This is an optimization exercise on Yosys and OpenROAD, whose aim is small area, not a production implementation.
In this exercise RTL edits were held to simulation tests only and were not proved equivalent to the original.
The clock port is modelled as an ideal driver; clocking choices that lean on that would not hold on a real chip.
Power figures rest on the tool's default switching activity, not on a simulated workload.

## run 1
## psx_snapshot_block
module psx_snapshot_block (
    input  wire        clk,
    input  wire        rst,
    input  wire [13:0] pins,
    input  wire        rd_start,
    output wire        rd_busy,
    output wire        rd_valid,
    output wire [63:0] rd_data,
    input  wire        st_valid,
    input  wire [2:0]  st_code,
    output wire        indicator,
    output wire [31:0] seq_dbg
);
Size in the first run: ~85 flip-flops, about 120 I/O pins, roughly 3600 um2 of cells after synthesis.
clock: 10.0 ns
lec_check: 0
cap_margin: 20
core_margin: 2
core_utilization: 40
slew_margin: 20
standard.sh (not shown) runs the stock make flow with config.mk's settings and CLKGATE_MAP_FILE= SYNTH_SCRIPT=/design/flow/synth_recipe.tcl, a recipe that flattens the netlist after the stock synthesis.
==> flow/flow/run.sh <==
#!/bin/bash
# Own layout flow: the standard ORFS flow (standard.sh) with these changes:
#  - synthesis is the standard script (synth_recipe.tcl) with an area-oriented ABC
#    script for the combinational logic; registers are mapped exactly as in the
#    standard synthesis;
#  - the port buffers buffer_ports inserts are the smallest buffer, buf_1;
#  - tie cells are not duplicated per load;
#  - clock tree: no dummy loads; built from clkbuf_4, then the buffers whose
#    flip-flop clock pins would see a high slew are upsized (post_cts.tcl).
# Every tool's full output goes to the ORFS logs under orfs/logs and to
# own_flow.log in this folder.
set -euo pipefail
W=$(cd "$(dirname "$0")/.." && pwd)
F=$W/flow
cd "$W"
{
  printf 'proc abc {args} { set i [lsearch $args -script]; if {$i >= 0} { lset args [expr {$i+1}] %s }; yosys abc {*}$args }\n' "$F/abc_area.script"
  cat "$W/synth_recipe.tcl"
} > "$W/own_synth.tcl"
bash "$W/standard.sh" \
  SYNTH_SCRIPT="$W/own_synth.tcl" \
  BUFFER_PORTS_ARGS="-buffer_cell sky130_fd_sc_hd__buf_1" \
  SKIP_REPAIR_TIE_FANOUT=1 \
  REMOVE_ABC_BUFFERS=1 \
  GPL_TIMING_DRIVEN=0 \
  CTS_ARGS="-sink_clustering_enable -repair_clock_nets -dont_use_dummy_load -buf_list sky130_fd_sc_hd__clkbuf_4" \
  POST_CTS_TCL="$F/post_cts.tcl" \
  finish > "$W/own_flow.log" 2>&1
==> flow/flow/abc_area.script <==
strash
ifraig
&get -n
&deepsyn -T 20
&put
strash
&get -n
&dch -f
&nf -R 1000
&put
topo
==> flow/flow/post_cts.tcl <==
estimate_parasitics -placement
set limit 0.112
set up {}
foreach pin [get_pins -hierarchical */CLK] {
  set worst 0
  foreach a {max min} { foreach e {rise fall} {
    set s [get_property $pin slew_${a}_$e]
    if {$s > $worst} { set worst $s }
  } }
  if {$worst > $limit} {
    set drv [get_pins -of_objects [get_nets -of_objects $pin] -filter "direction == output"]
    foreach d $drv {
      set inst [get_property $d full_name]
      set inst [string range $inst 0 [expr {[string last / $inst] - 1}]]
      if {[lsearch $up $inst] < 0} { lappend up $inst }
    }
  }
}
foreach inst $up {
  set c [get_cells $inst]
  set m [get_property $c ref_name]
  puts "post_cts: $inst ($m) drives a clock pin with slew over [expr {$limit * 1000}] ps"
  if {$m eq "sky130_fd_sc_hd__clkbuf_4"} {
    replace_cell $inst sky130_fd_sc_hd__clkbuf_8
  }
}
if {[llength $up]} {
  detailed_placement
  estimate_parasitics -placement
}
Both conditions hold for run 1: the flow ran to the end and the final layout passed the timing, DRC and antenna checks.
Relative to run 1, the following input files were edited for run 2:
diff --git a/flow/flow/run.sh b/flow/flow/run.sh
--- a/flow/flow/run.sh
+++ b/flow/flow/run.sh
@@ -24 +24 @@
-  REMOVE_ABC_BUFFERS=1 \
+  CORE_UTILIZATION=65 \
Results
- Clock network area share is lower on run 2
- First-iteration DRC count delta for run 2 relative to run 1: about 33% higher
- Run 2 against run 1: combinational power rose by about 30%, global-route wire length before repair rose by about 6.4%, overall routing resource usage rose by 10 points.
- Going from run 1 to run 2, number of placed instances, taps included grew by 10; area after synthesis held steady.
- When run 2 is measured against run 1, its growth of design area from synthesis to finish turns out 7.9 points higher.
The following lists how run 3 was set up differently from run 2:
diff --git a/flow/flow/run.sh b/flow/flow/run.sh
--- a/flow/flow/run.sh
+++ b/flow/flow/run.sh
@@ -24,2 +23,0 @@
-  CORE_UTILIZATION=65 \
-  GPL_TIMING_DRIVEN=0 \
Findings:
- Detailed placement HPWL: run 3 lower than run 2
- Looking only at critical path's largest stage delay, and setting everything else aside, the higher value of run 2 and run 3 goes to run 3.
- The lower routed wire length of run 2 and run 3 is in run 3.
- Delta (run 3 minus run 2): total met3 wirelength after detailed routing dropped about 5%; worst hold slack has remained practically unchanged; first-pass GRT wire length decreased by 3.1% relative to the old numbers.

* * *

## 01-17
psx_snapshot_block, a different RTL version from the one above (not shown whole).
Size: ~320 cells after synthesis, roughly 85 flip-flops, about 120 I/O pins, ~3400 um2 of cells after synthesis.
==> flow/config.mk <==
export PLATFORM = sky130hd
export DESIGN_NAME = psx_snapshot_block
export DESIGN_NICKNAME = psx_snapshot_block
export VERILOG_FILES = /design/flow/design.v
export SDC_FILE = /design/flow/constraint.sdc
export NUM_CORES = 4
export LEC_CHECK = 0
export CAP_MARGIN = 20
export CORE_MARGIN = 2
export CORE_UTILIZATION = 40
export PLACE_DENSITY = 0.92
export SLEW_MARGIN = 20
export SYNTH_HIERARCHICAL = 1
==> flow/constraint.sdc <==
create_clock -name core_clock -period 10.0 [get_ports {clk}]
set_input_delay 2.0000 -clock core_clock [delete_from_list [all_inputs] [get_ports {clk}]]
set_output_delay 2.0000 -clock core_clock [all_outputs]
set_load 0.01 [all_outputs]
==> flow/flow/run.sh <==
#!/bin/bash
# Own layout flow: the standard ORFS flow (standard.sh) with these changes:
#  - synthesis is the standard script (synth_recipe.tcl) with an area-oriented ABC
#    script for the combinational logic; registers are mapped exactly as in the
#    standard synthesis;
#  - the port buffers buffer_ports inserts are the smallest buffer, buf_1;
#  - tie cells are not duplicated per load;
#  - clock tree: no dummy loads; built from clkbuf_4, then the buffers whose
#    flip-flop clock pins would see a high slew are upsized (post_cts.tcl).
# Every tool's full output goes to the ORFS logs under orfs/logs and to
# own_flow.log in this folder.
set -euo pipefail
W=$(cd "$(dirname "$0")/.." && pwd)
F=$W/flow
cd "$W"
{
  printf 'proc abc {args} { set i [lsearch $args -script]; if {$i >= 0} { lset args [expr {$i+1}] %s }; yosys abc {*}$args }\n' "$F/abc_area.script"
  cat "$W/synth_recipe.tcl"
} > "$W/own_synth.tcl"
bash "$W/standard.sh" \
  SYNTH_SCRIPT="$W/own_synth.tcl" \
  BUFFER_PORTS_ARGS="-buffer_cell sky130_fd_sc_hd__buf_1" \
  SKIP_REPAIR_TIE_FANOUT=1 \
  CTS_ARGS="-sink_clustering_enable -repair_clock_nets -dont_use_dummy_load -buf_list sky130_fd_sc_hd__clkbuf_4" \
  POST_CTS_TCL="$F/post_cts.tcl" \
  finish > "$W/own_flow.log" 2>&1
Scripts as last shown in full above: flow/flow/abc_area.script, flow/flow/post_cts.tcl
01-17: all stages complete, timing, DRC and antenna checks passed
Modified inputs, 12-23 compared to 01-17
diff --git a/flow/config.mk b/flow/config.mk
--- a/flow/config.mk
+++ b/flow/config.mk
@@ -9,5 +9,5 @@
 export CORE_MARGIN = 2
 export CORE_UTILIZATION = 40
-export PLACE_DENSITY = 0.92
+export PLACE_DENSITY = 0.8
 export SLEW_MARGIN = 20
 export SYNTH_HIERARCHICAL = 1
Results
Taking 01-17 as the reference, in 12-23 cell area shows no meaningful change, number of placed cells counting well taps closely matched the old numbers.
When the final numbers for 01-17 and 12-23 were put side by side, the buffer count excluding the clock tree in the final layout turned out to be smaller in 12-23.

## port drivers added, routing unchanged
In the flow no input, the clock included, has a driving cell. The finished layouts below were timed again as built, in two steps. Step 1: set_driving_cell puts a clkbuf_16 on clk and a buf_2 on each other input, an assumption about the parent block. Step 2 moves the port delays by t, midway between the first and last clock arrival at a register: inputs arrive t later, outputs are due t later. That takes back most of the time a late clock gives input paths. a / b / c = ideal / step 1 / step 2; a / b = the first two.
| run | shift t [ns] | setup slack, ns | worst hold slack (ns) | cell pins on the clock port's net |
|---|---|---|---|---|
| run 1 | 0.428 | 5.580 / 5.580 / 5.580 | 0.419 / 0.419 / 0.419 | 1 |
| run 2 | 0.422 | 5.575 / 5.575 / 5.575 | 0.423 / 0.423 / 0.423 | 1 |
| run 3 | 0.409 | 5.733 / 5.733 / 5.733 | 0.422 / 0.422 / 0.422 | 1 |
| 01-17 | 0.424 | 4.344 / 4.344 / 4.344 | 0.421 / 0.421 / 0.421 | 1 |
| 12-23 | 0.430 | 4.363 / 4.364 / 4.364 | 0.412 / 0.412 / 0.412 | 1 |
After both steps setup and hold are still met in every run listed.
